This is an optimization exercise on Yosys and OpenROAD, whose aim is small area, a short achievable clock period and few clock cycles, not a production implementation.
RTL that was checked went through simulation tests only; none was proved equivalent to the original.
Power and IR drop assume default switching activity.

==> run a: inputs <==
Design patch_encoder, start of the top module:
module patch_encoder (
    input             clk,
    input             rst,
    input             large_patch,
    input             in_valid,
    output            in_ready,
    input      [1:0]  in_kind,
    input      [31:0] in_coef,
    input      [15:0] in_stride,
    input      [7:0]  in_patch_size,
    input      [7:0]  in_layer_type,
    input      [7:0]  in_quant_wbits,
    input      [31:0] in_dc_offset,
    input      [15:0] in_range,
    input      [31:0] in_patch_ids,
    input      [15:0] in_postquant,
    output            out_valid,
    input             out_ready,
    output     [7:0]  out_data,
    output            out_last
);
==> flow/config.mk <==
export PLATFORM = sky130hd
export DESIGN_NAME = patch_encoder
export DESIGN_NICKNAME = patch_encoder
export VERILOG_FILES = /design/flow/design.v
export SDC_FILE = /design/flow/constraint.sdc
export NUM_CORES = 4
export LEC_CHECK = 0
export CAP_MARGIN = 20
export CORE_MARGIN = 2
export CORE_UTILIZATION = 40
export SLEW_MARGIN = 20
==> flow/constraint.sdc <==
create_clock -name core_clock -period 6.5 [get_ports {clk}]
set_input_delay 1.3000 -clock core_clock [delete_from_list [all_inputs] [get_ports {clk}]]
set_output_delay 1.3000 -clock core_clock [all_outputs]
set_load 0.01 [all_outputs]
run.sh (not shown) runs the stock make flow with config.mk's settings and CLKGATE_MAP_FILE= SYNTH_SCRIPT=/design/flow/synth_recipe.tcl, a recipe that flattens the netlist after the stock synthesis.
==> run b (differences from run a) <==
--- a/flow/design.v
+++ b/flow/design.v
@@ -26,14 +26,18 @@
     wire       fire = in_valid & in_ready_q;
     reg [1:0]  exp_k;
     reg [6:0]  n_cur;         
     reg [6:0]  coef_left;     
     reg [6:0]  pq_r;          
+    reg        lp_q;          
     wire       k_cf  = (exp_k == E_CF);
     wire       f_cf  = fire & k_cf;
     wire       f_gh  = fire & !k_cf & (in_kind == C_GH);
     wire       f_ph  = fire & !k_cf & (in_kind == C_PH);
+    reg  [1:0] ph_ok;         
+    wire       ph_we0 = in_valid & (in_kind == C_PH) & ph_ok[0];
+    wire       ph_we1 = in_valid & (in_kind == C_PH) & ph_ok[1];
     wire       f_end = fire & !k_cf & (in_kind == C_END);
     wire       f_job = f_gh | f_ph | f_end;
     reg [6:0]  n_lut;
     always @(*) begin
         case (in_patch_size[3:0])
@@ -70,10 +74,12 @@
     reg [1:0]  c_j;
     wire       jq_pop, ds_pop, gh_pop;
     reg [18:0] mem [0:63];
     reg [6:0]  wptr, rptr;
     wire [6:0] fifo_cnt = wptr - rptr;
+    reg        e_v;
+    reg [1:0]  e_j;
     reg        t1_v, t1_end;
     reg [1:0]  t1_j;
     reg        wr_v, pend_v;
     reg [6:0]  zcnt;
     wire [2:0] pt_x = {2'b0, wr_v} + {2'b0, pend_v} + {2'b0, (zcnt != 7'd0)}
@@ -88,15 +94,25 @@
         else if (f_end) exp_n = E_GH;
     end
     wire [2:0] jq_cnt_n  = jq_cnt + {2'b0, f_job} - {2'b0, jq_pop};
     wire [1:0] ds_cnt_n  = ds_cnt + {1'b0, f_ph} - {1'b0, ds_pop};
     wire       gh_full_n = f_gh | (gh_full & !gh_pop);
-    wire       room_cf   = f_cf ? (pt <= 8'd62) : (pt <= 8'd63);
+    wire       jq_room_n = !jq_cnt[2] & !(jq_cnt[1] & jq_cnt[0]) |
+                           (jq_cnt == 3'd3) & (!f_job | jq_pop) |
+                           jq_cnt[2] & jq_pop & !f_job;
+    wire       ds_room_n = !ds_cnt[1] & !ds_cnt[0] |
+                           ds_cnt[0] & (!f_ph | ds_pop) |
+                           ds_cnt[1] & ds_pop & !f_ph;
+    wire       gh_free_n = !f_gh & (!gh_full | gh_pop);
+    reg  [7:0] pt_r;
+    wire [7:0] pt_b      = pt_r + {7'd0, c_cf};
+    wire       room_cf   = f_cf ? (pt_b <= 8'd62) : (pt_b <= 8'd63);
     wire       ready_n   = (exp_n == E_CF) ? room_cf :
-                           (exp_n == E_PE) ? (jq_cnt_n != 3'd4) && (ds_cnt_n != 2'd2) :
-                                             (jq_cnt_n != 3'd4) && !gh_full_n;
+                           (exp_n == E_PE) ? jq_room_n & ds_room_n :
+                                             jq_room_n & gh_free_n;
     always @(posedge clk) begin
+        lp_q     <= large_patch;
         c_cf     <= f_cf;
         c_ph     <= f_ph;
         c_lo     <= in_coef[16:0];
         c_sg     <= in_coef[31];
         c_up0    <= (in_coef[31:17] == 15'd0);
@@ -104,38 +120,50 @@
         c_last   <= (coef_left == 7'd1);
         c_beyond <= (coef_left <= pq_r);
         c_n0     <= (n_cur == 7'd0);
         c_q      <= in_quant_wbits[3:0];
         c_j      <= jq_wp;
+        pt_r     <= pt;
         if (f_gh) begin
             n_cur <= n_lut;
             gh_d  <= {in_layer_type, in_patch_size, in_stride};
         end
         if (f_ph) begin
             coef_left    <= n_cur;
             pq_r         <= in_postquant[6:0];
-            ds_qh[ds_wp]  <= in_quant_wbits[7:4];
-            ds_dc[ds_wp]  <= in_dc_offset;
-            ds_rng[ds_wp] <= in_range;
-            ds_ids[ds_wp] <= in_patch_ids;
+        end
+        if (ph_we0) begin
+            ds_qh[0]  <= in_quant_wbits[7:4];
+            ds_dc[0]  <= in_dc_offset;
+            ds_rng[0] <= in_range;
+            ds_ids[0] <= in_patch_ids;
+        end
+        if (ph_we1) begin
+            ds_qh[1]  <= in_quant_wbits[7:4];
+            ds_dc[1]  <= in_dc_offset;
+            ds_rng[1] <= in_range;
+            ds_ids[1] <= in_patch_ids;
         end
         if (f_cf) coef_left <= coef_left - 7'd1;
         if (f_job) jq_type[jq_wp] <= in_kind;
         if (f_job)  jq_done[jq_wp] <= !f_ph;
-        if (t1_end) jq_done[t1_j]  <= 1'b1;
+        if (e_v)    jq_done[e_j]   <= 1'b1;
         if (rst) begin
             in_ready_q <= 1'b1;
+            ph_ok      <= 2'b00;
             exp_k      <= E_GH;
             jq_wp      <= 2'd0;
             jq_cnt     <= 3'd0;
             ds_wp      <= 1'b0;
             ds_cnt     <= 2'd0;
             gh_full    <= 1'b0;
             c_cf       <= 1'b0;
             c_ph       <= 1'b0;
         end else begin
             in_ready_q <= ready_n;
+            ph_ok[0]   <= ready_n & (exp_n != E_CF) & ((ds_wp ^ f_ph) == 1'b0);
+            ph_ok[1]   <= ready_n & (exp_n != E_CF) & ((ds_wp ^ f_ph) == 1'b1);
             exp_k      <= exp_n;
             jq_cnt     <= jq_cnt_n;
             ds_cnt     <= ds_cnt_n;
             gh_full    <= gh_full_n;
             if (f_job) jq_wp <= jq_wp + 2'd1;
@@ -209,28 +237,39 @@
     integer hj;
     always @(*) begin
         hb = 5'd0;
         for (hj = 0; hj < 17; hj = hj + 1) if (oracc[hj]) hb = hj;
     end
-    wire [4:0] wfin = ((hb > {1'b0, minw}) ? hb : {1'b0, minw}) + 5'd1;
+    reg        e_eob;
+    reg [6:0]  e_ntok;
+    reg [3:0]  e_minw;
+    reg [4:0]  hb_r;
+    wire [4:0] wfin = ((hb_r > {1'b0, e_minw}) ? hb_r : {1'b0, e_minw}) + 5'd1;
     always @(posedge clk) begin
         wr_d     <= wr_n_d;
         pend_tok <= pend_n_tok;
         if (wr_v) mem[wptr[5:0]] <= wr_d;
-        if (t1_end) begin
-            jq_w[t1_j]    <= wfin;
-            jq_eob[t1_j]  <= t1_v & !t1_eff;
-            jq_ntok[t1_j] <= ntok_add;
+        hb_r   <= hb;
+        e_minw <= minw;
+        e_j    <= t1_j;
+        e_eob  <= t1_v & !t1_eff;
+        e_ntok <= ntok_add;
+        if (e_v) begin
+            jq_w[e_j]    <= wfin;
+            jq_eob[e_j]  <= e_eob;
+            jq_ntok[e_j] <= e_ntok;
         end
         if (rst) begin
             wr_v   <= 1'b0;
+            e_v    <= 1'b0;
             pend_v <= 1'b0;
             zcnt   <= 7'd0;
             ntok   <= 7'd0;
             wptr   <= 7'd0;
         end else begin
             wr_v   <= wr_n_v;
+            e_v    <= t1_end;
             pend_v <= pend_n_v;
             if (t1_end)                zcnt <= 7'd0;
             else if (t1_v & !t1_eff)   zcnt <= zcnt + 7'd1;
             else if (t1_nz)            zcnt <= 7'd0;
             ntok <= t1_end ? 7'd0 : ntok_add;
@@ -247,15 +286,15 @@
     reg [16:0] lowmask;       
     reg [2:0]  shA, shB;
     reg        cw_ge8;
     reg        tok_v;
     reg [18:0] tok_q;
-    reg        u_v, u_end;
-    reg [19:0] u_val;
-    reg [5:0]  u_len;
+    reg        u_v, u_end, u1_v, u1_end;
+    reg [19:0] u_val, u1_val;
+    reg [5:0]  u_len, u1_len;
     wire       u_acc;                 
-    wire       u_rdy = !u_v | u_acc;
+    wire       u_rdy = !u1_v;
     wire [1:0] h_type = jq_type[jq_rp];
     wire       h_ok   = (jq_cnt != 3'd0) && jq_done[jq_rp];
     wire [4:0] h_w    = jq_w[jq_rp];
     wire [3:0] d_qh   = ds_qh[ds_rp];
     wire [31:0] d_dc  = ds_dc[ds_rp];
@@ -314,11 +353,11 @@
             S_H3: if (u_rdy) begin
                 go = 1'b1; n_val = {d_rng[15:8], d_ids[7:0], 4'd0}; es_n = S_H4;
             end
             S_H4: if (u_rdy) begin
                 go = 1'b1;
-                if (large_patch) begin
+                if (lp_q) begin
                     n_val = {d_ids[15:8], d_ids[23:16], 4'd0};
                     es_n  = S_H5;
                 end else begin
                     n_val = {d_ids[9], d_ids[8], 18'd0};
                     n_len = 6'd2;
@@ -361,56 +400,74 @@
             shA       <= 3'd0 - h_w[2:0];           
             shB       <= (h_w >= 5'd16) ? 3'd0 : 3'd0 - h_w[2:0];    
             cw_ge8    <= (h_w >= 5'd8);
         end
         if (tok_use) toks_left <= toks_left - 7'd1;
+        if (u_acc || !u_v) begin
+            u_val <= u1_v ? u1_val : n_val;
+            u_len <= u1_v ? u1_len : n_len;
+            u_end <= u1_v ? u1_end : n_end;
+        end
         if (go) begin
-            u_val <= n_val;
-            u_len <= n_len;
-            u_end <= n_end;
+            u1_val <= n_val;
+            u1_len <= n_len;
+            u1_end <= n_end;
         end
         if (rst) begin
             es     <= S_IDLE;
             jq_rp  <= 2'd0;
             ds_rp  <= 1'b0;
             rptr   <= 7'd0;
             tok_v  <= 1'b0;
             u_v    <= 1'b0;
+            u1_v   <= 1'b0;
         end else begin
             es <= es_n;
             if (pop_j) jq_rp <= jq_rp + 2'd1;
             if (pop_d) ds_rp <= !ds_rp;
             if (tok_load) rptr <= rptr + 7'd1;
             if (tok_load)     tok_v <= 1'b1;
             else if (tok_use) tok_v <= 1'b0;
-            if (go)         u_v <= 1'b1;
-            else if (u_acc) u_v <= 1'b0;
+            if (u_acc || !u_v) begin
+                u_v  <= u1_v | go;
+                u1_v <= 1'b0;
+            end else begin
+                u1_v <= u1_v | go;
+            end
         end
     end
     reg [31:0] acc;
     reg [6:0]  cnt;
     reg        ending;
     reg        ob0_v, ob1_v, ob0_l, ob1_l;
     reg [7:0]  ob0_d, ob1_d;
-    wire       avail  = (cnt >= 7'd8) | (ending & (cnt != 7'd0));
+    wire       c_ge8  = (cnt >= 7'd8);
+    wire       c_le8  = (cnt <= 7'd8);
+    wire       c_le12 = (cnt <= 7'd12);
+    wire       c_le20 = (cnt <= 7'd20);
+    wire       avail  = c_ge8 | (ending & (cnt != 7'd0));
     wire       do_out = avail & !ob1_v;
-    wire       b_last = ending & (cnt <= 7'd8);
-    wire [6:0] cnt1   = do_out ? (b_last ? 7'd0 : cnt - 7'd8) : cnt;
-    wire [31:0] acc1  = do_out ? {acc[23:0], 8'd0} : acc;
-    assign     u_acc  = u_v & !ending & (cnt1 <= 7'd12);
-    wire [31:0] ins   = {u_val, 12'd0} >> cnt1[3:0];
+    wire       b_last = ending & c_le8;
+    assign     u_acc  = u_v & !ending & (c_le12 | (do_out & c_le20));
+    wire [39:0] ins40 = {u_val, 20'd0} >> cnt[4:0];
+    wire [39:0] new40 = {acc, 8'd0} | (u_acc ? ins40 : 40'd0);
+    wire [31:0] acc_n = do_out ? new40[31:0] : new40[39:8];
+    wire [6:0]  sum0  = cnt + {1'b0, u_len};
+    wire [6:0]  sum8  = cnt + {1'b0, u_len} - 7'd8;
+    wire [6:0]  cnt_n = u_acc ? (do_out ? sum8 : sum0) :
+                        do_out ? (b_last ? 7'd0 : cnt - 7'd8) : cnt;
     wire       pop    = ob0_v & out_ready;
     always @(posedge clk) begin
         if (rst) begin
             acc    <= 32'd0;
             cnt    <= 7'd0;
             ending <= 1'b0;
             ob0_v  <= 1'b0;
             ob1_v  <= 1'b0;
         end else begin
-            acc    <= u_acc ? (acc1 | ins) : acc1;
-            cnt    <= cnt1 + (u_acc ? {1'b0, u_len} : 7'd0);
+            acc    <= acc_n;
+            cnt    <= cnt_n;
             ending <= (u_acc & u_end) | (ending & !(do_out & b_last));
             if (pop) begin
                 ob0_v <= ob1_v | do_out;
                 ob0_d <= ob1_v ? ob1_d : acc[31:24];
                 ob0_l <= ob1_v ? ob1_l : b_last;
ABC_CLOCK_PERIOD_IN_PS = 2700   (was not set)
SETUP_SLACK_MARGIN = 3.8   (was not set)
==> run c (differences from run a) <==
--- a/flow/design.v
+++ b/flow/design.v
@@ -88,11 +88,13 @@
         else if (f_end) exp_n = E_GH;
     end
     wire [2:0] jq_cnt_n  = jq_cnt + {2'b0, f_job} - {2'b0, jq_pop};
     wire [1:0] ds_cnt_n  = ds_cnt + {1'b0, f_ph} - {1'b0, ds_pop};
     wire       gh_full_n = f_gh | (gh_full & !gh_pop);
-    wire       room_cf   = f_cf ? (pt <= 8'd62) : (pt <= 8'd63);
+    reg  [7:0] pt_r;
+    wire [7:0] pt_b      = pt_r + {7'd0, c_cf};
+    wire       room_cf   = f_cf ? (pt_b <= 8'd62) : (pt_b <= 8'd63);
     wire       ready_n   = (exp_n == E_CF) ? room_cf :
                            (exp_n == E_PE) ? (jq_cnt_n != 3'd4) && (ds_cnt_n != 2'd2) :
                                              (jq_cnt_n != 3'd4) && !gh_full_n;
     always @(posedge clk) begin
         c_cf     <= f_cf;
@@ -104,10 +106,11 @@
         c_last   <= (coef_left == 7'd1);
         c_beyond <= (coef_left <= pq_r);
         c_n0     <= (n_cur == 7'd0);
         c_q      <= in_quant_wbits[3:0];
         c_j      <= jq_wp;
+        pt_r     <= pt;
         if (f_gh) begin
             n_cur <= n_lut;
             gh_d  <= {in_layer_type, in_patch_size, in_stride};
         end
         if (f_ph) begin
@@ -247,15 +250,15 @@
     reg [16:0] lowmask;       
     reg [2:0]  shA, shB;
     reg        cw_ge8;
     reg        tok_v;
     reg [18:0] tok_q;
-    reg        u_v, u_end;
-    reg [19:0] u_val;
-    reg [5:0]  u_len;
+    reg        u_v, u_end, u1_v, u1_end;
+    reg [19:0] u_val, u1_val;
+    reg [5:0]  u_len, u1_len;
     wire       u_acc;                 
-    wire       u_rdy = !u_v | u_acc;
+    wire       u_rdy = !u1_v;
     wire [1:0] h_type = jq_type[jq_rp];
     wire       h_ok   = (jq_cnt != 3'd0) && jq_done[jq_rp];
     wire [4:0] h_w    = jq_w[jq_rp];
     wire [3:0] d_qh   = ds_qh[ds_rp];
     wire [31:0] d_dc  = ds_dc[ds_rp];
@@ -361,31 +364,41 @@
             shA       <= 3'd0 - h_w[2:0];           
             shB       <= (h_w >= 5'd16) ? 3'd0 : 3'd0 - h_w[2:0];    
             cw_ge8    <= (h_w >= 5'd8);
         end
         if (tok_use) toks_left <= toks_left - 7'd1;
+        if (u_acc || !u_v) begin
+            u_val <= u1_v ? u1_val : n_val;
+            u_len <= u1_v ? u1_len : n_len;
+            u_end <= u1_v ? u1_end : n_end;
+        end
         if (go) begin
-            u_val <= n_val;
-            u_len <= n_len;
-            u_end <= n_end;
+            u1_val <= n_val;
+            u1_len <= n_len;
+            u1_end <= n_end;
         end
         if (rst) begin
             es     <= S_IDLE;
             jq_rp  <= 2'd0;
             ds_rp  <= 1'b0;
             rptr   <= 7'd0;
             tok_v  <= 1'b0;
             u_v    <= 1'b0;
+            u1_v   <= 1'b0;
         end else begin
             es <= es_n;
             if (pop_j) jq_rp <= jq_rp + 2'd1;
             if (pop_d) ds_rp <= !ds_rp;
             if (tok_load) rptr <= rptr + 7'd1;
             if (tok_load)     tok_v <= 1'b1;
             else if (tok_use) tok_v <= 1'b0;
-            if (go)         u_v <= 1'b1;
-            else if (u_acc) u_v <= 1'b0;
+            if (u_acc || !u_v) begin
+                u_v  <= u1_v | go;
+                u1_v <= 1'b0;
+            end else begin
+                u1_v <= u1_v | go;
+            end
         end
     end
     reg [31:0] acc;
     reg [6:0]  cnt;
     reg        ending;
ABC_CLOCK_PERIOD_IN_PS = 2800   (was not set)
CORE_UTILIZATION = 55   (was 40)
SETUP_SLACK_MARGIN = 3.7   (was not set)
==> qor summary <==
item                                                                                             run b                    run a                    run c
Result of the run                                                              complete, no violations  complete, no violations  complete, no violations
Net count after synthesis                                                                         4424                     4218                     4282
Total power                                                                                   0.0297 W                 0.0283 W                 0.0294 W
Post-Synth XOR/XNOR Area                                                                        0.980%                   0.883%                   0.949%
Layout cells sized above 1                                                                       28.7%                    21.5%                    27.5%
Via count of the first global-routing pass                                                       40700                    38000                    39000
Area taken by multi-input logic gates                                                      21300 sq um              19300 sq um              20400 sq um
Post-Place Cells                                                                                  6731                     6401                     5902
Capture endpoint of the worst hold path                                                         e_j[0]              pend_tok[7]             pend_tok[15]
Multi-In Gates                                                                                    1989                     1859                     1911
Leak pwr                                                                                       27.3 nW                  25.1 nW                  27.3 nW
Hold Path Origin                                                                                 pj[0]                t1_mag[7]               t1_mag[15]
R2r setup slk                                                                                  3560 ps                  1630 ps                  3300 ps
Antenna diode instance count                                                                         5                        7                        3
Maximum number of pins on one net before global-route repair                                        72                      124                       85
Instance count on the critical path                                                                 13                       16                       14
Cell-internal power                                                                           0.0220 W                 0.0213 W                 0.0219 W
Power per unit of standard cell area                                                       327 nW/um^2              338 nW/um^2              336 nW/um^2
Die extent in x                                                                            437 microns              430 microns              370 microns
Post-CTS Setup Bufs                                                                                126                        0                       85
Worst-case clock skew                                                                          44.5 ps                  24.6 ps                  26.6 ps
Basic-gate share of the synthesized area counting and, or, nand and nor cells                    4.66%                    4.39%                    4.72%
Nonclk buf count                                                                                   504                      261                      454
Final core occ                                                                                   48.5%                    46.5%                    65.7%
Wire length on met3                                                                      13400 microns            11100 microns            10900 microns
Net switching fraction of the power                                                              26.0%                    24.9%                    25.7%
Fraction of met1 tracks used by global routing                                                   26.5%                    26.2%                    36.9%
Testbench counts of run a, summed over its fixed seeds: cycles 13,638.
Testbench counts of run b, summed over its fixed seeds: cycles 13,659.
Function not checked in run c: the RTL went through the layout flow alone.

## what the ideal ports hide
No port has a modelled driver above. Below, the same layouts with a new extraction and two added sets of constraints. Step 1, drivers: a clkbuf_16 drives clk and a buf_2 each remaining input, both assumed. Step 2 adds t to the input delays and takes it off the output delays; t is the mean of the earliest and latest rising clock arrival at the registers after step 1. Input paths then give back, and output paths get back, about the clock's delay inside the block. Slacks: no drivers / after step 1 / after step 2; pairs: no drivers / after step 1.
| run | shift t [ns] | setup slack, ns | latest minus earliest clock arrival (ns) | worst slew at a driven data input, ns |
|---|---|---|---|---|
| run a | 0.881 | 1.625 / 1.625 / 1.625 | 0.031 / 0.031 | 0.10 |
| run b | 0.904 | 3.563 / 3.563 / 2.931 | 0.048 / 0.048 | 0.12 |
| run c | 0.867 | 3.292 / 3.301 / 2.458 | 0.032 / 0.033 | 0.10 |
After both steps setup and hold are still met in every run listed. The setup slack of run c, which loses most, moves by +0.009 ns with the drivers and by -0.834 ns with both steps.
